This is an optimization exercise on Yosys and OpenROAD, whose aim is small area, a short achievable clock period and few clock cycles per item, not a production implementation.
The RTL was checked by simulation tests, not by an equivalence proof against the original design.
Power is estimated from default activity; no workload was simulated.

[flow/design.v]
module msr_codec (
    input  wire       clk,
    input  wire       rst,
    input  wire       cmd_valid,
    output wire       cmd_ready,
    input  wire [1:0] cmd_op,       
    input  wire [1:0] cmd_track,    
    input  wire [7:0] cmd_len,      
    input  wire       in_valid,
    output wire       in_ready,
    input  wire [7:0] in_data,
    output wire       out_valid,
    input  wire       out_ready,
    output wire [7:0] out_data,
    output wire       rsp_valid,
    input  wire       rsp_ready,
    output wire [3:0] rsp_err,      
    output wire       rsp_flag,     
    output wire [7:0] rsp_index,    
    output wire [7:0] rsp_char,     
    output wire [7:0] lrc
);
    localparam OP_ENCODE = 2'd0;
    localparam OP_DECODE = 2'd1;
    localparam OP_REVERSE = 2'd2;
    localparam OP_LRCCHK = 2'd3;
    reg        busy;          
    reg        cmd_rdy;
    reg        trk1;          
    reg        enc;           
    reg        pt;            
    reg        rev;           
    reg        lrcop;         
    reg [7:0]  len;
    reg        len1;          
    reg        len2;          
    reg [7:0]  rem;           
    reg        rem1;          
    reg        remnz;         
    reg        in_rdy;
    reg        in_done;       
    reg        bad;
    reg [7:0]  bad_index;
    reg [7:0]  bad_char;
    reg [3:0]  err_q;
    reg        flag_q;
    reg [5:0]  acc;           
    reg [7:0]  lrc_q;
    reg        rsp_v;
    reg        started;       
    reg [7:0]  wp;            
    reg [7:0]  rp;            
    reg        ck_done;       
    reg        ov;            
    reg        v1;            
    reg [7:0]  q0, q1;
    function [5:0] rev6(input [5:0] v);
        rev6 = {v[0], v[1], v[2], v[3], v[4], v[5]};
    endfunction
    function [3:0] rev4(input [3:0] v);
        rev4 = {v[0], v[1], v[2], v[3]};
    endfunction
    function [7:0] rev8(input [7:0] v);
        rev8 = {v[0], v[1], v[2], v[3], v[4], v[5], v[6], v[7]};
    endfunction
    function [7:0] unit_c(input t1, input [5:0] c);
        unit_c = t1 ? {1'b0, c[0], c[1], c[2], c[3], c[4], ~c[5], ^c[5:0]}
                    : {3'b000, c[0], c[1], c[2], c[3], ~^c[3:0]};
    endfunction
    wire cmd_fire = cmd_valid && cmd_rdy;
    wire in_fire  = in_valid && in_rdy;
    wire pop      = ov && out_ready;
    wire rsp_fire = rsp_v && rsp_ready;
    wire cmd_invalid = (cmd_op == OP_ENCODE && (cmd_track == 2'd0 || cmd_len == 8'd255)) ||
                       (cmd_op == OP_DECODE && cmd_track == 2'd0) ||
                       (cmd_op == OP_LRCCHK && (cmd_track == 2'd0 || cmd_len == 8'd0));
    wire [5:0] e_sym  = trk1 ? {~in_data[5], in_data[4:0]} : {2'b00, in_data[3:0]};
    wire       alpha  = trk1 ? (!in_data[7] && (in_data[6] ^ in_data[5])) : (in_data[7:4] == 4'h3);
    wire [5:0] d_sym  = trk1 ? rev6(in_data[6:1]) : {2'b00, rev4(in_data[4:1])};
    wire [7:0] d_char = trk1 ? {1'b0, d_sym[5], ~d_sym[5], d_sym[4:0]} : {4'h3, d_sym[3:0]};
    wire [7:0] i_conv = rev ? rev8(in_data) : d_char;
    wire in_last = in_fire && rem1;
    wire wr      = in_fire && enc;
    reg [5:0] ring [0:255];
    genvar gi;
    generate
        for (gi = 0; gi < 256; gi = gi + 1) begin : g_ring
            if (gi < 16) begin : g_entry
                always @(posedge clk)
                    ring[gi] <= (wr && wp[3:0] == gi) ? in_data[5:0] : ring[(gi + 255) % 256];
            end else begin : g_plain
                always @(posedge clk)
                    ring[gi] <= ring[gi - 1];
            end
        end
    endgenerate
    wire [5:0] tap    = ring[{rp[7:4], 4'hF}];
    wire       rp_tap = (rp[3:0] == 4'hF);
    wire first = wr && rem1 && !bad && alpha && (len1 || rp_tap) && !v1;
    wire rd    = enc && in_done && !bad && remnz && rp_tap && !v1;
    wire ck    = enc && in_done && !bad && !remnz && !ck_done && !v1;
    wire [7:0] u_tap = unit_c(trk1, tap);
    wire [7:0] u_in  = unit_c(trk1, in_data[5:0]);
    wire [7:0] u_acc = trk1 ? {1'b0, rev6(acc), ~^acc}
                            : {3'b000, rev4(acc[3:0]), ~^acc[3:0]};
    wire       pt_push = in_fire && pt && !(lrcop && rem1);
    wire       push    = pt_push || first || rd || ck;
    wire [7:0] pdata   = !enc    ? i_conv :
                         in_done ? (remnz ? u_tap : u_acc) :
                                   (len1 ? u_in : u_tap);
    wire v1_n = !pop && (v1 || (ov && push));
    wire ov_n = v1 || push || (ov && !pop);
    always @(posedge clk) begin
        if (pop)
            q0 <= v1 ? q1 : pdata;
        else if (!ov)
            q0 <= pdata;
        if (!v1)
            q1 <= pdata;
    end
    wire       in_done_n = in_done || in_last;
    wire       remnz_n   = in_fire ? !rem1 : remnz;
    wire       started_n = started || wr;
    wire [7:0] wp_n      = (started && !wr) ? wp + 8'd1 : wp;
    wire       bad_n     = bad || (wr && !alpha);
    wire       ck_n      = ck_done || ck;
    wire       fin_n     = in_done_n && (!enc || bad_n || ck_n);
    wire       room_n    = enc ? (!started_n || wp_n[7:4] == 4'd0) :
                           pt  ? !v1_n : 1'b1;
    always @(posedge clk) begin
        if (rst) begin
            busy      <= 1'b0;
            cmd_rdy   <= 1'b1;
            trk1      <= 1'b0;
            enc       <= 1'b0;
            pt        <= 1'b0;
            rev       <= 1'b0;
            lrcop     <= 1'b0;
            len       <= 8'd0;
            len1      <= 1'b0;
            len2      <= 1'b0;
            rem       <= 8'd0;
            rem1      <= 1'b0;
            remnz     <= 1'b0;
            in_rdy    <= 1'b0;
            in_done   <= 1'b0;
            bad       <= 1'b0;
            bad_index <= 8'd0;
            bad_char  <= 8'd0;
            err_q     <= 4'd0;
            flag_q    <= 1'b0;
            acc       <= 6'd0;
            lrc_q     <= 8'd0;
            rsp_v     <= 1'b0;
            started   <= 1'b0;
            wp        <= 8'd0;
            rp        <= 8'd0;
            ck_done   <= 1'b0;
            ov        <= 1'b0;
            v1        <= 1'b0;
        end else if (cmd_fire) begin
            busy      <= 1'b1;
            cmd_rdy   <= 1'b0;
            trk1      <= (cmd_track == 2'd1);
            enc       <= (cmd_op == OP_ENCODE) && !cmd_invalid;
            pt        <= (cmd_op != OP_ENCODE) && !cmd_invalid;
            rev       <= (cmd_op == OP_REVERSE);
            lrcop     <= (cmd_op == OP_LRCCHK) && !cmd_invalid;
            len       <= cmd_len;
            len1      <= (cmd_len == 8'd1);
            len2      <= (cmd_len == 8'd2);
            rem       <= cmd_len;
            rem1      <= (cmd_len == 8'd1);
            remnz     <= (cmd_len != 8'd0);
            in_rdy    <= (cmd_len != 8'd0);
            in_done   <= (cmd_len == 8'd0);
            bad       <= 1'b0;
            bad_index <= 8'd0;
            bad_char  <= 8'd0;
            err_q     <= cmd_invalid ? 4'd8 : 4'd0;
            flag_q    <= 1'b0;
            acc       <= 6'd0;
            rsp_v     <= (cmd_len == 8'd0) && (cmd_op != OP_ENCODE || cmd_invalid);
            started   <= 1'b0;
            wp        <= {4'd0, 4'd1 - cmd_len[3:0]};
            ck_done   <= 1'b0;
        end else begin
            in_done <= in_done_n;
            started <= started_n;
            wp      <= wp_n;
            in_rdy  <= busy && !in_done_n && remnz_n && room_n;
            if (wr && !started)
                rp <= {4'd0, wp[3:0]};
            else if (!(rd || first))
                rp <= rp + 8'd1;
            if (in_last && enc) begin
                rem   <= first ? len - 8'd1 : len;
                rem1  <= first ? len2 : len1;
                remnz <= !(first && len1);
            end else if (in_fire || rd) begin
                rem   <= rem - 8'd1;
                rem1  <= (rem == 8'd2);
                remnz <= !rem1;
            end
            if (wr) begin
                acc <= acc ^ e_sym;
                if (!bad && !alpha) begin
                    bad       <= 1'b1;
                    bad_index <= len - rem;
                    bad_char  <= in_data;
                    err_q     <= 4'd5;
                end
            end
            if (in_fire && lrcop) begin
                if (rem1) begin
                    flag_q <= (acc == d_sym);
                    lrc_q  <= {1'b1, acc == d_sym, acc};
                end else
                    acc <= acc ^ d_sym;
            end
            if (ck) begin
                ck_done <= 1'b1;
                lrc_q   <= {2'b10, acc};
            end
            if (rsp_fire) begin
                rsp_v   <= 1'b0;
                busy    <= 1'b0;
                cmd_rdy <= 1'b1;
            end else if (busy && fin_n && !ov_n)
                rsp_v <= 1'b1;
        end
        if (!rst) begin
            ov <= ov_n;
            v1 <= v1_n;
        end
    end
    assign cmd_ready = cmd_rdy;
    assign in_ready  = in_rdy;
    assign out_valid = ov;
    assign out_data  = q0;
    assign rsp_valid = rsp_v;
    assign rsp_err   = err_q;
    assign rsp_flag  = flag_q;
    assign rsp_index = bad_index;
    assign rsp_char  = bad_char;
    assign lrc       = lrc_q;
endmodule
[flow/flow/run.sh]
#!/bin/bash
set -euo pipefail
bash standard.sh SETUP_SLACK_MARGIN=7 finish > orfs_make.log 2>&1
[flow/standard.sh]
#!/bin/bash
# synth_recipe.tcl (not shown) runs the flow's synth.tcl, then flattens the netlist and writes it again
# the make line also repeats each setting of config.mk as NAME=value (left out here)
make -C /OpenROAD-flow-scripts/flow DESIGN_CONFIG=/design/flow/config.mk WORK_HOME=/design/flow/orfs CLKGATE_MAP_FILE= SYNTH_SCRIPT=/design/flow/synth_recipe.tcl "${@:-finish}"
[flow/config.mk]
export PLATFORM = sky130hd
export DESIGN_NAME = msr_codec
export DESIGN_NICKNAME = msr_codec
export VERILOG_FILES = /design/flow/design.v
export SDC_FILE = /design/flow/constraint.sdc
export NUM_CORES = 4
export LEC_CHECK = 0
export CAP_MARGIN = 20
export CORE_MARGIN = 2
export CORE_UTILIZATION = 40
export PLACE_DENSITY = 0.6
export SLEW_MARGIN = 20
[flow/constraint.sdc]
create_clock -name core_clock -period 10.0 [get_ports {clk}]
set_input_delay 2.0000 -clock core_clock [delete_from_list [all_inputs] [get_ports {clk}]]
set_output_delay 2.0000 -clock core_clock [all_outputs]
set_load 0.01 [all_outputs]
==> flow_summary.json, run 1 <==
{
  "nets": 2788,
  "grt.overflow.total": 0,
  "min_from": "ring[218][4]$_DFF_P_",
  "core_area_mm2": 0.0953,
  "rsz0062_at_grt": "yes",
  "grt_max_degree": 53,
  "fmax_mhz": 295,
  "ios": 67,
  "r2r_start": "rp[7]$_SDFFE_PP0P_",
  "dr.first_iter.drc_count": 985,
  "wl_mm": 64.0,
  "clkLatencyLatePin_ps": 730,
  "wl_met1_mm": 31.7,
  "antenna_found_initial": 1,
  "whs_path_depth": 0,
  "fp.dieH_um": 314,
  "syn_area_per_cell_um2": 15.3,
  "yosys_warnings": 2,
  "ir_drop_mv": 0.176,
  "layout_setup_ws_ps": 6610,
  "wl_met2_mm": 27.7,
  "maxCapViolations": 0,
  "finalSetupViolations": 0,
  "critical_path.top_delay_family": "simple AND/OR/NAND/NOR gates",
  "outcome": "no timing/DRC/antenna violations",
  "clock-root-buffer": "clkbuf_16",
  "synth_top_area_share_pct": 84.6,
  "area.growth.synth_to_final_pct": 22.4,
  "clkSinkCount": 1636,
  "vias": 17717,
  "grt_pass1_wl_mm": 102,
  "synth_top_area_cell": "dfxtp_1",
  "fin_tns_setup_ps": 0,
  "start_util_pct": 40.4,
  "worst_slew_pin_slew_ps": 771,
  "synth.distinct_cells": 78,
  "final_util_pct": 49.5,
  "via_per_inst": 4.29,
  "highest_layer": "met4",
  "arrival_ps": 4030,
  "fin_skew_ps": 45.9,
  "period_minus_slack_ps": 3390,
  "crit_chain": "buf_6 -> buf_8 -> ha_4 -> a22oi_2 -> buf_4 -> nor2_4 -> nor2_2 -> nor2_2 -> nor4b_2 -> or4_1 -> a21o_1 -> a21oi_2",
  "r2r_end": "q0[0]$_DFFE_PN_",
  "drc_errors": 0,
  "ys.flop_type": "dfxtp_1",
  "rrSetupSlack_ps": 7040,
  "synthTopCellsByCount": "1628 x dfxtp_1, 115 x nand2_1, 109 x nor2_1",
  "port_buffers": 65,
  "wire_per_inst_um": 15.5,
  "grt_usage_pct": 13.1,
  "ff2ff_path_depth": 11,
  "cellLeakagePower_nw": 18.6,
  "dpl.hpwl_mm": 35.6,
  "cp_num_buf_inv": 3,
  "fin_hold_ws_ps": 288,
  "clk_pin_slew_ps": 60,
  "criticalPathCategory": "in -> reg",
  "row_count": 113,
  "crit_top_cell": "nor2_2",
  "power_mw": 12.3,
  "synth_seq_cells": 1636,
  "netlist_area_mm2": 0.0385,
  "met3_length_mm": 2.64,
  "ys_seq_area_share_pct": 85.2,
  "hold_path_end": "ring[219][4]$_DFF_P_",
  "first_pass_iters": 6,
  "hold_class": "reg -> reg",
  "cp-start-kind": "input port",
  "syn_inst": 2514,
  "synth_edf_count": 8,
  "relSlewSlack_pct": 48.2,
  "drtAntennaViolNets": 0,
  "synth_nets": 2558,
  "power_density_mw_per_mm2": 262,
  "die-area_mm2": 0.0988,
  "worst-path-max-fanout": 3,
  "async_flop_share_pct": 0,
  "min_period_over_period_pct": 33.9,
  "grt_pass1_vias": 18432,
  "pre_cts_ws_ps": 5020,
  "cp.required_ps": 10640,
  "tritoncts": "yes",
  "endpoint_kind": "flip-flop",
  "drive_above_1_share_pct": 21.4,
  "cts_htree_levels": 4,
  "ys_top_cells_by_area": "dfxtp_1 85%, mux2_2 3.0%, nand2_1 1.1%",
  "slowest_stage": "or4_1",
  "cts_made_buffers": 149,
  "slowest_delay_ps": 470,
  "hold_violations": 0,
  "clock_path_buffers": 3,
  "yosysMostFrequentCell": "dfxtp_1",
  "place.gp.congestion": 0.823,
  "die_x_um": 314,
  "drv_slew": 0
}
## final cells by class
class                           count  area, um^2
Antenna cell                        1        2.50
Clock buffer                      220        4250
Clock inverter                     48         712
Fill cell                        8001       48100
Inverter                           29         119
Multi-Input combinational cell    776        6040
Sequential cell                  1636       32900
Tap cell                         1265        1580
Timing Repair Buffer              152        1580
## report_power, final
group | switching (mW) | total (mW) | internal, mW
registers | 0.0244 | 6.57 | 6.54
logic | 0.127 | 0.225 | 0.0987
clock network | 2.39 | 5.55 | 3.16
## flip-flops by register name, indices dropped and copies added (netlist names), 2 cells and up
name       count
ring        1536
bad_char       8
bad_index      8
len            8
lrc_q          8
q0             8
q1             8
rem            8
rp             8
wp             8
acc            6
err_q          2
## worst max path at each step
stage / startpoint / end / slack, ps / cells past startpoint
3_3_place_gp: in_valid / rp[6]$_SDFFE_PP0P_ / 5140 / 9
6_report: in_data[4] / rsp_v$_SDFFE_PP0P_ / 6610 / 12
3_5_place_dp: in_valid / rp[0]$_SDFFE_PP0P_ / 5020 / 9
5_1_grt: in_data[4] / rsp_v$_SDFFE_PP0P_ / 6590 / 12
2_1_floorplan: in_valid / rem[4]$_SDFFE_PP0P_ / 6210 / 8
4_1_cts: in_data[4] / rsp_v$_SDFFE_PP0P_ / 6620 / 12
## per-stage QoR
stage	area, um^2	cells
after floorplan	39000	2514
after global placement	40900	3787
after detailed placement	40900	3787
after CTS	46700	4102
after global routing	47200	4126
final	47200	4127
## cell usage in the layout (no fill, tap or decap), types with 8 or more instances in the layout
cell type  count
a311oi_1       8
a21oi_1       62
buf_4         63
nor3_1        12
nor2b_1       10
buf_6         43
xor2_1        22
nor2_1        86
clkinv_16      9
nand3_1       15
buf_2         13
a21oi_2        9
xnor2_1       21
clkbuf_16    151
clkinv_2      20
buf_12        10
nand2_1      104
o21ai_0       36
a211oi_1       8
a22oi_1       16
mux2_2       101
nor2_4        18
clkbuf_8      23
mux2i_1       27
ha_1          16
clkbuf_1      47
edfxtp_1       8
inv_1         25
dfxtp_1     1595
a31oi_1        9
dfxtp_2       28
nand3b_1       9
## logic make-up after synthesis
family | share of synthesized area (%)
xor gates and xnor gates | 1.14
buffers and inverters | 1.10
AOI/OAI and AO/OA | 3.80
adders and majority gates | 0.604
and+or+nand+nor | 4.31
other | 0.00973
muxes | 3.85
DFF | 85.2
## metal layers
layer | vias to the layer above | track usage, %
li1 | 8726 | -
met1 | 8478 | 18.6
met2 | 366 | 19.4
met3 | 147 | 2.67
met4 | 0 | 5.71
met5 | - | 0
## what timing repair did
action / CTS / global route
hold buffers: 0 / 0
buffers inserted: 43 / 23
resized for setup: 359 / 71
setup endpoints to repair: 217 / 84
pin swaps: 28 / 38
gates cloned: 4 / 1
Testbench counts, summed over its fixed seeds: cycles 25,403, ops 192.
==> run 2: changes to the inputs <==
==> flow/run.sh (new file) <==
#!/bin/bash
# synth_recipe.tcl (not shown) runs the flow's synth.tcl, then flattens the netlist and writes it again
# the make line also repeats each setting of config.mk as NAME=value (left out here)
make -C /OpenROAD-flow-scripts/flow DESIGN_CONFIG=/design/flow/config.mk WORK_HOME=/design/flow/orfs CLKGATE_MAP_FILE= SYNTH_SCRIPT=/design/flow/synth_recipe.tcl finish
removed: flow/flow/run.sh
removed: flow/standard.sh
==> run 2 against run 1 <==
  * Critical path type unchanged
  * Worst setup slack lost 1200 ps
  * Count of clock-buffer cells in the layout shrank 14
  * Via count shrank 2.9%
  * First-iteration DRC count shrank 6.4%
  * Final cell count shrank 1.8%
  * Synthesized cell count is the same
  * Register-to-register slack lost 950 ps
  * Synthesized area is the same
  * Still clean
  * Flip-flop and latch count is the same
==> flow_summary.json, run 2 <==
{
  "outcome": "no timing/DRC/antenna violations",
  "synth_compound_area_share_pct": 3.80,
  "core_area_mm2": 0.0953,
  "tritoncts": "yes",
  "clkSinkCount": 1636,
  "whs_path_depth": 0,
  "cp.required_ps": 10650,
  "synth_top_area_cell": "dfxtp_1",
  "final_common_cell": "dfxtp_1",
  "finalSetupViolations": 0,
  "r2r_end": "q0[0]$_DFFE_PN_",
  "relSlewSlack_pct": 36.6,
  "clock_path_buffers": 3,
  "crit_chain": "clkdlybuf4s50_1 -> ha_1 -> a22oi_1 -> nor3_4 -> nor2_1 -> and4bb_1 -> nand2_1 -> or4_1 -> a21o_1 -> a21oi_1",
  "antenna_found_initial": 0,
  "clkLatencyLatePin_ps": 730,
  "cts-resized-gates": 0,
  "drtAntennaViolNets": 0,
  "cp-start-kind": "input port",
  "worst_slew_pin_slew_ps": 950,
  "rsz0062_at_grt": "no",
  "synth.distinct_cells": 78,
  "maxCapViolations": 0,
  "first_pass_iters": 5,
  "rrSetupSlack_ps": 6090,
  "ir_drop_mv": 0.161,
  "cts_htree_levels": 4,
  "grt_usage_pct": 12.4,
  "synth_seq_cells": 1636,
  "slowest_delay_ps": 740,
  "yosysMostFrequentCell": "dfxtp_1",
  "power_density_mw_per_mm2": 273,
  "nets": 2714,
  "vias": 17205,
  "hold_violations": 0,
  "clock-root-buffer": "clkbuf_16",
  "num_antenna_cells": 0,
  "drv_slew": 0,
  "fin_tns_setup_ps": 0,
  "critical_path.top_delay_family": "simple AND/OR/NAND/NOR gates",
  "synth_nets": 2558,
  "cp_num_buf_inv": 1,
  "grt_pass1_vias": 17661,
  "wire_per_inst_um": 14.8,
  "synth_top_area_share_pct": 84.6,
  "arrival_ps": 5230,
  "cellLeakagePower_nw": 17.9,
  "die_x_um": 314,
  "regMostFlops": "ring",
  "async_flop_share_pct": 0,
  "slowest_stage": "clkdlybuf4s50_1",
  "synth_top_family_by_area": "simple AND/OR/NAND/NOR gates",
  "yosys.area_share.simple_pct": 4.31,
  "cts_made_buffers": 149,
  "fillers": 8128,
  "place.gp.congestion": 0.837,
  "syn_inst": 2514,
  "synthTopCellsByCount": "1628 x dfxtp_1, 115 x nand2_1, 109 x nor2_1",
  "area.growth.synth_to_final_pct": 18.5,
  "period_minus_slack_ps": 4570,
  "hold_class": "reg -> reg",
  "die-area_mm2": 0.0988,
  "grt_max_degree": 53,
  "criticalPathCategory": "in -> reg",
  "cts_hold_buf": 0,
  "grt_pass1_wl_mm": 96.8,
  "fin_skew_ps": 55.0,
  "yosys_warnings": 2,
  "ios": 67,
  "synthAdderAreaFrac_pct": 0.604,
  "dpl.hpwl_mm": 35.1,
  "endpoint_kind": "flip-flop",
  "hold_path_end": "ring[23][5]$_DFF_P_",
  "fp.dieH_um": 314,
  "fin_hold_ws_ps": 277,
  "min_period_over_period_pct": 45.7,
  "synth_edf_count": 8,
  "fmax_mhz": 219,
  "largest_reg_flops": 1536,
  "drc_errors": 0,
  "cts_setup_buffers": 0,
  "worst-path-max-fanout": 17,
  "clk_pin_slew_ps": 60,
  "netlist_area_mm2": 0.0385,
  "ys_top_cells_by_area": "dfxtp_1 85%, mux2_2 3.0%, nand2_1 1.1%",
  "dr.first_iter.drc_count": 922,
  "via_per_inst": 4.24,
  "ys.flop_type": "dfxtp_1",
  "synthMuxAreaShare_pct": 3.85,
  "synth-xor-area-share_pct": 1.14,
  "row_count": 113,
  "start_util_pct": 40.4,
  "ys_seq_area_share_pct": 85.2,
  "drive_above_1_share_pct": 13.4,
  "grt.overflow.total": 0,
  "port_buffers": 65,
  "ff2ff_path_depth": 10,
  "final_cell_mix": "1628 x dfxtp_1, 151 x clkbuf_16, 115 x nand2_1",
  "min_from": "ring[22][5]$_DFF_P_",
  "r2r_start": "rp[5]$_SDFFE_PP0P_",
  "syn_area_per_cell_um2": 15.3,
  "wl_mm": 59.8
}
==> run 2: cell counts after synthesis <==
Identical to the previous run, type by type.
==> run 2: worst reg2reg max path, cell delays in order, from the launching register on <==
cell and delay (ps):
dfxtp_1 890, buf_4 460, nand2_1 420, a221oi_1 400, a221o_1 180, nand3_1 230
xor2_1 230, xnor2_1 330, mux2i_1 130, a31oi_1 260, o22ai_1 130
==> run 2: report_power, final <==
part | leakage [nW] | switching [mW] | internal (mW)
Clock | 2.51 | 2.40 | 3.31
Sequential | 13.2 | 0.0266 | 6.54
Combinational | 2.20 | 0.103 | 0.0741
Total | 17.9 | 2.53 | 9.92
==> run 2: worst max-delay path by stage <==
stage	startpoint	endpoint	cells after the start
5_1_grt	in_data[4]	rsp_v$_SDFFE_PP0P_	10
3_5_place_dp	in_data[4]	rsp_v$_SDFFE_PP0P_	10
4_1_cts	in_data[4]	rsp_v$_SDFFE_PP0P_	10
6_report	in_data[4]	rsp_v$_SDFFE_PP0P_	10
3_3_place_gp	in_data[4]	rsp_v$_SDFFE_PP0P_	10
2_1_floorplan	in_valid	in_rdy$_SDFF_PP0_	9
==> run 2: metrics by stage <==
| step | util [%] | setup WS (ps) | total power, mW | area (um^2) | cells |
|---|---|---|---|---|---|
| floorplan | - | 6050 | 6.82 | 38500 | 2514 |
| global placement | 42.6 | 4800 | 6.89 | 40600 | 3784 |
| detailed placement | 42.6 | 4760 | 6.89 | 40600 | 3784 |
| CTS | 47.9 | 5560 | 12.6 | 45700 | 4054 |
| global route | 47.9 | 5320 | 12.9 | 45700 | 4054 |
| finish | 47.9 | 5430 | 12.5 | 45700 | 4054 |
==> run 2: per-layer routing <==
metal	up-vias	wire, um	global-route usage, %
met5	-	0	0
met4	0	1780	5.47
met3	137	2240	2.85
met2	299	25300	18.0
met1	8186	30500	17.6
li1	8583	-	-
==> run 2: cell families after synthesis <==
group	after synthesis
flops	1636
fa+ha+maj	18
mux	134
simple gates	348
buf+inv	102
other cells	1
xor+xnor	50
compound gates	225
==> run 2: area by class of cell <==
class | instances | area, um^2 | area share, %
Clock buffer | 206 | 4280 | 9.36
Inverter | 29 | 109 | 0.238
Sequential cell | 1636 | 32800 | 71.9
Tap cell | 1265 | 1580 | 3.46
Multi-Input combinational cell | 776 | 5290 | 11.6
Timing Repair Buffer | 78 | 743 | 1.63
Clock inverter | 64 | 851 | 1.86
==> run 3: changes to the inputs <==
==> flow/flow/run.sh (new file) <==
#!/bin/bash
set -euo pipefail
bash standard.sh SETUP_SLACK_MARGIN=6.5 finish > orfs_make.log 2>&1
==> flow/standard.sh (new file) <==
#!/bin/bash
# synth_recipe.tcl (not shown) runs the flow's synth.tcl, then flattens the netlist and writes it again
# the make line also repeats each setting of config.mk as NAME=value (left out here)
make -C /OpenROAD-flow-scripts/flow DESIGN_CONFIG=/design/flow/config.mk WORK_HOME=/design/flow/orfs CLKGATE_MAP_FILE= SYNTH_SCRIPT=/design/flow/synth_recipe.tcl "${@:-finish}"
removed: flow/run.sh
==> run 3 against run 2 <==
  * Still clean on timing, DRC and antenna
  * Final cell count grew 0.30%
  * Register-to-register slack better by 590 ps
  * Power up 0.21%
  * Via count rose by 0.96%
  * Cell area grew 0.61%
  * Critical path depth up 1
  * Largest cell class unchanged
  * Largest power group unchanged
==> flow_summary.json, run 3 <==
{
  "synth_edf_count": 8,
  "maxCapViolations": 0,
  "cellLeakagePower_nw": 18.2,
  "port_buffers": 65,
  "clk_pin_slew_ps": 60,
  "hold_violations": 0,
  "yosysMostFrequentCell": "dfxtp_1",
  "fmax_mhz": 287,
  "fin_tns_setup_ps": 0,
  "worst-path-max-fanout": 17,
  "drc_errors": 0,
  "outcome": "no timing/DRC/antenna violations",
  "vias": 17370,
  "relSlewSlack_pct": 34.8,
  "fin_cells": 4066,
  "wire_per_inst_um": 15.1,
  "first_pass_iters": 5,
  "cp-start-kind": "input port",
  "drive_above_1_share_pct": 14.9,
  "dpl.hpwl_mm": 35.3,
  "period_minus_slack_ps": 3490,
  "hold_class": "reg -> reg",
  "dp.cells": 3785,
  "antenna_found_initial": 2,
  "grt_max_degree": 53,
  "synth_nets": 2558,
  "p_clk_share_pct": 45.9,
  "row_count": 113,
  "grt_pass1_vias": 17732,
  "grt.overflow.total": 0,
  "endpoint_kind": "flip-flop",
  "clkLatencyLatePin_ps": 710,
  "final_cell_mix": "1624 x dfxtp_1, 154 x clkbuf_16, 113 x nand2_1",
  "ys_seq_area_share_pct": 85.2,
  "wl_mm": 61.2,
  "power_switching_share_pct": 19.8,
  "ir_drop_mv": 0.171,
  "async_flop_share_pct": 0,
  "synth.distinct_cells": 78,
  "fp.dieH_um": 314,
  "synth_seq_cells": 1636,
  "fillers": 8088,
  "arrival_ps": 4110,
  "syn_inst": 2514,
  "p_switching_mw": 2.47,
  "power_density_mw_per_mm2": 272,
  "final_util_pct": 48.2,
  "rsz0062_at_grt": "yes",
  "die_x_um": 314,
  "final_common_cell": "dfxtp_1",
  "largest_reg_flops": 1536,
  "drv_slew": 0,
  "core_area_mm2": 0.0953,
  "ios": 67,
  "layout_setup_ws_ps": 6510,
  "intPower_mw": 10.0,
  "clkSinkCount": 1636,
  "cts_made_buffers": 149,
  "ys_top_cells_by_area": "dfxtp_1 85%, mux2_2 3.0%, nand2_1 1.1%",
  "cts_htree_levels": 4,
  "fin_skew_ps": 23.2,
  "min_period_over_period_pct": 34.9,
  "drtAntennaViolNets": 0,
  "syn_area_per_cell_um2": 15.3,
  "cts_hold_buf": 0,
  "nets": 2725,
  "dr.first_iter.drc_count": 923,
  "clock-root-buffer": "clkbuf_16",
  "die-area_mm2": 0.0988,
  "area.growth.synth_to_final_pct": 19.3,
  "regMostFlops": "ring",
  "tritoncts": "yes",
  "via_per_inst": 4.27,
  "synth_top_area_cell": "dfxtp_1",
  "criticalPathCategory": "in -> reg",
  "worst_slew_pin_slew_ps": 976,
  "synth_top_area_share_pct": 84.6,
  "finalSetupViolations": 0,
  "pre_cts_ws_ps": 5030,
  "pwr-share-comb_pct": 1.5,
  "synthTopCellsByCount": "1628 x dfxtp_1, 115 x nand2_1, 109 x nor2_1",
  "grt_usage_pct": 12.6,
  "ys.flop_type": "dfxtp_1",
  "place.gp.congestion": 0.810,
  "grt_pass1_wl_mm": 98.9,
  "cp.required_ps": 10620,
  "clock_path_buffers": 3,
  "yosys_warnings": 2,
  "pwr-share-seq_pct": 52.6,
  "start_util_pct": 40.4,
  "netlist_area_mm2": 0.0385
}
-- run 3: cell count changes in the layout (fill, tap and decap cells not counted), sizes merged --
cell	delta
clkdlybuf4s50	-49
diode	+1
clkdlybuf4s15	+4
bufbuf	+3
dlygate4sd2	+37
buf	+14
dlymetal6s2s	+1
bufinv	+1
clkbuf	+14
clkinvlp	-3
inv	-2
clkinv	-9
-- run 3: critical path, stage by stage --
cell and delay [ps]:
buf_4 180, ha_2 200, a22oi_2 310, nor3_4 90, buf_4 160, nor2_4 110, and4bb_2 280, nand2_1 50
or4_1 420, a21o_1 170, a21oi_1 120
-- run 3: path summary, 6_finish.rpt --
check / from / end / slack (ps) / cells past startpoint
max: in_data[4] / rsp_v$_SDFFE_PP0P_ / 6510 / 11
min: ring[198][4]$_DFF_P_ / ring[199][4]$_DFF_P_ / 310 / 0
max reg2reg: rp[5]$_SDFFE_PP0P_ / q0[0]$_DFFE_PN_ / 6680 / 9
min reg2reg: ring[198][4]$_DFF_P_ / ring[199][4]$_DFF_P_ / 310 / 0
-- run 3: power groups by stage --
stage                     clock network [mW]  registers (mW)  logic, mW
after floorplan                            0            6.70      0.122
after global placement                     0            6.72      0.175
after detailed placement                   0            6.72      0.177
after CTS                               5.87            6.57      0.184
after global routing                    6.16            6.57      0.206
final                                   5.73            6.57      0.185
-- run 3: layout make-up --
| class | count | area, um^2 | share of cell area (%) |
|---|---|---|---|
| multi-input cells | 776 | 5450 | 11.9 |
| well taps | 1265 | 1580 | 3.44 |
| flip-flops and latches | 1636 | 32800 | 71.4 |
| clock buffers | 219 | 4460 | 9.70 |
| repair buffers | 89 | 887 | 1.93 |
| clock inverters | 51 | 637 | 1.39 |
| inverters | 29 | 109 | 0.237 |
| diodes | 1 | 2.50 | 0.00544 |
-- run 3: through the flow --
step / hold slack [ps] / area, um^2 / total power [mW]
6_report: 313 / 46000 / 12.5
5_1_grt: 316 / 46000 / 12.9
4_1_cts: 307 / 45900 / 12.6
3_5_place_dp: 312 / 40600 / 6.89
3_3_place_gp: 310 / 40600 / 6.89
2_1_floorplan: 310 / 38600 / 6.83
-- run 3: cell families (layout without fill, tap and decap cells) --
| family | count (synthesis) | count (layout) | synth area share (%) |
|---|---|---|---|
| AOI/OAI and AO/OA | 225 | 225 | 3.80 |
| xor gates and xnor gates | 50 | 50 | 1.14 |
| adders and majority gates | 18 | 18 | 0.604 |
| buffers and inverters | 102 | 388 | 1.10 |
| DFF | 1636 | 1636 | 85.2 |
| muxes | 134 | 134 | 3.85 |
| other | 1 | 2 | 0.00973 |
| and+or+nand+nor | 348 | 348 | 4.31 |
-- run 3: per-layer routing --
metal  part of all wire (%)  up-vias  GRT usage [%]
met3                    4.2      128           2.95
met5                      0        -              0
li1                       -     8607              -
met4                    2.7        0           5.65
met2                     42      330           18.0
met1                     51     8305           18.2
-- run 3: repair_timing --
| action | CTS | global route |
|---|---|---|
| gates resized for setup | 100 | 23 |
| setup buffers | 7 | 0 |
| pin swaps | 4 | 9 |
| endpoints found under the setup margin | 179 | 10 |
| cloned | 3 | 0 |
==> run 4: changes to the inputs <==
--- a/flow/config.mk
+++ b/flow/config.mk
@@ -8,5 +8,6 @@
 export CAP_MARGIN = 20
 export CORE_MARGIN = 2
 export CORE_UTILIZATION = 40
+export CTS_BUF_LIST = sky130_fd_sc_hd__clkbuf_8
 export PLACE_DENSITY = 0.6
 export SLEW_MARGIN = 20
==> run 4 against run 3 <==
  * Still clean on timing, DRC and antenna
  * Utilization down 0.39 points
  * Worst setup slack worse by 82 ps
  * Power down 3.1%
  * Routed wire length up 0.43%
  * Synthesized area unchanged
  * Clock power down 6.6%
  * Sequential share of layout area up 0.63 points
  * Register-to-register slack worse by 90 ps
  * Clock skew up 34 ps
  * Largest power group unchanged
==> flow_summary.json, run 4 <==
{
  "outcome": "no timing/DRC/antenna violations",
  "slowest_stage": "edfxtp_1",
  "synth.distinct_cells": 78,
  "crit_start": "q0[3]$_DFFE_PN_",
  "drive_above_1_share_pct": 19.1,
  "nets": 2800,
  "antenna_found_initial": 3,
  "grt.overflow.total": 0,
  "ir_drop_mv": 0.164,
  "min_period_over_period_pct": 35.7,
  "dpl.hpwl_mm": 35.3,
  "drc_errors": 0,
  "final_util_pct": 47.8,
  "fin_tns_setup_ps": 0,
  "ff_latch_area_mm2": 0.0329,
  "critical_path.top_delay_family": "flip-flops",
  "synthTopCellsByCount": "1628 x dfxtp_1, 115 x nand2_1, 109 x nor2_1",
  "place.gp.congestion": 0.810,
  "tritoncts": "yes",
  "grt_max_degree": 53,
  "endpoint_kind": "primary output",
  "clock_path_buffers": 3,
  "ys_top_cells_by_area": "dfxtp_1 85%, mux2_2 3.0%, nand2_1 1.1%",
  "ys_seq_area_share_pct": 85.2,
  "fmax_mhz": 280,
  "highest_layer": "met4",
  "worst_slew_pin_slew_ps": 946,
  "clkSinkCount": 1636,
  "cts_hold_buf": 0,
  "period_minus_slack_ps": 3570,
  "via_per_inst": 4.25,
  "cp-start-kind": "flip-flop",
  "path_depth": 1,
  "wl_mm": 61.5,
  "final_common_cell": "dfxtp_1",
  "regMostFlops": "ring",
  "yosysMostFrequentCell": "dfxtp_1",
  "r2r_end": "q0[0]$_DFFE_PN_",
  "row_count": 113,
  "port_buffers": 65,
  "cp.required_ps": 8000,
  "cp_num_buf_inv": 1,
  "syn_area_per_cell_um2": 15.3,
  "synth_nets": 2558,
  "fillers": 8238,
  "dp.cells": 3785,
  "fp.dieH_um": 314,
  "met3_length_mm": 2.70,
  "ys.flop_type": "dfxtp_1",
  "clock-root-buffer": "clkbuf_8",
  "vias": 17889,
  "ff2ff_path_depth": 10,
  "synth_seq_cells": 1636,
  "rrSetupSlack_ps": 6590,
  "synth_top_area_cell": "dfxtp_1",
  "criticalPathCategory": "reg -> out",
  "largest_reg_flops": 1536,
  "synth_edf_count": 8,
  "grt_pass1_vias": 18679,
  "wl_met2_mm": 26.1,
  "async_flop_share_pct": 0,
  "ios": 67,
  "drtAntennaViolNets": 0,
  "power_mw": 12.1,
  "grt_pass1_wl_mm": 99.9,
  "clkLatencyLatePin_ps": 880,
  "arrival_ps": 1570,
  "worst-path-max-fanout": 1,
  "relSlewSlack_pct": 36.8,
  "cellLeakagePower_nw": 18.4,
  "yosys_warnings": 2,
  "clk_pin_slew_ps": 70,
  "slowest_delay_ps": 500,
  "hold_violations": 0,
  "first_pass_iters": 7,
  "grt_usage_pct": 12.7,
  "wire_per_inst_um": 14.6,
  "syn_inst": 2514,
  "finalSetupViolations": 0,
  "netlist_area_mm2": 0.0385,
  "area.growth.synth_to_final_pct": 18.3,
  "multi_input_area_mm2": 0.00540,
  "start_util_pct": 40.4,
  "fin_skew_ps": 57.5,
  "crit_chain": "buf_2",
  "cts_made_buffers": 228,
  "die_x_um": 314,
  "r2r_start": "rp[6]$_SDFFE_PP0P_",
  "maxCapViolations": 0,
  "die-area_mm2": 0.0988,
  "dr.first_iter.drc_count": 940,
  "drv_slew": 0,
  "rsz0062_at_grt": "yes",
  "hold_class": "reg -> reg",
  "power_density_mw_per_mm2": 265,
  "endpoint": "out_data[3]",
  "fin_cells": 4206,
  "synth_top_area_share_pct": 84.6,
  "cts_htree_levels": 4,
  "wl_met1_mm": 31.0,
  "final_cell_mix": "1612 x dfxtp_1, 297 x clkbuf_8, 113 x nand2_1",
  "core_area_mm2": 0.0953
}
-- run 4: cells by family (layout without fill, tap and decap cells) --
| logic type | after synthesis | count (layout) | synth area share (%) |
|---|---|---|---|
| AOI/OAI and AO/OA | 225 | 225 | 3.80 |
| xor gates and xnor gates | 50 | 50 | 1.14 |
| adders and majority gates | 18 | 18 | 0.604 |
| buffers and inverters | 102 | 528 | 1.10 |
| DFF | 1636 | 1636 | 85.2 |
| muxes | 134 | 134 | 3.85 |
| other | 1 | 2 | 0.00973 |
| and+or+nand+nor | 348 | 348 | 4.31 |
-- run 4: through the flow --
step                      cell area (um^2)  hold WS (ps)  setup WS, ps
after floorplan                      38600           310          6210
after global placement               40600           310          5130
final                                45600           283          6430
after detailed placement             40600           312          5030
after global routing                 45600           275          6340
after CTS                            45600           270          6350
-- run 4: timing repair --
item | in CTS | in global routing
buffers inserted | 6 | 0
gates resized for setup | 193 | 21
pin swaps | 3 | 4
setup endpoints to repair | 154 | 33
-- run 4: final cells by class --
type                       instances  share of cell area (%)
tap                             1265                    3.47
clock buffer                     297                    8.97
multi-input combinational        776                    11.8
sequential                      1636                    72.1
timing repair buffer              85                    1.38
clock inverter                   117                    2.02
antenna                            1                 0.00549
inverter                          29                   0.239
-- run 4: where the power goes --
part / internal (mW) / switching, mW / leakage (nW)
combinational: 0.0726 / 0.104 / 2.36
clock: 2.95 / 2.40 / 2.84
sequential: 6.55 / 0.0274 / 13.2
-- run 4: worst min-delay path by stage --
stage / start / to / slack [ps] / cells after the start
2_1_floorplan: ring[99][0]$_DFF_P_ / ring[100][0]$_DFF_P_ / 310 / 0
3_3_place_gp: ring[50][5]$_DFF_P_ / ring[51][5]$_DFF_P_ / 310 / 0
3_5_place_dp: ring[119][2]$_DFF_P_ / ring[120][2]$_DFF_P_ / 310 / 0
4_1_cts: ring[82][4]$_DFF_P_ / ring[83][4]$_DFF_P_ / 270 / 0
5_1_grt: ring[96][4]$_DFF_P_ / ring[97][4]$_DFF_P_ / 270 / 0
6_report: ring[82][4]$_DFF_P_ / ring[83][4]$_DFF_P_ / 280 / 0
-- run 4: metal layers --
layer	GRT usage, %	up-vias
met5	0	-
met4	6.03	0
met3	3.57	159
met2	18.2	383
met1	17.8	8546
li1	-	8801

re-timing with driven ports:
No port has a modelled driver above. Below, the same layouts with a new extraction and two added sets of constraints.
Step 1 assumes that a clkbuf_16 drives the clock port and a buf_2 every other input.
Step 2 moves the port delays by t, midway between the first and last clock arrival at a register: inputs arrive t later, outputs are due t later. That takes back most of the time a late clock gives input paths.
Three values: ideal ports, drivers, drivers and shift; two values: the first two.
| run | t, ns | setup slack, ns | worst setup path at the end | slew at the worst register clock pin (ns) | cell pins on the clock port's net |
|---|---|---|---|---|---|
| run 1 | 0.772 | 6.608 / 6.640 / 5.869 | input to register | 0.07 / 0.07 | 1 |
| run 2 | 0.760 | 5.428 / 5.464 / 4.705 | input to register | 0.07 / 0.07 | 1 |
| run 3 | 0.764 | 6.515 / 6.532 / 5.777 | input to register | 0.07 / 0.07 | 1 |
| run 4 | 0.910 | 6.432 / 6.371 / 5.644 | input to register | 0.07 / 0.07 | 1 |
After both steps setup and hold are still met in every run listed. For run 4, which loses most, drivers alone change the setup slack by -0.061 ns; drivers and shift together by -0.788 ns.
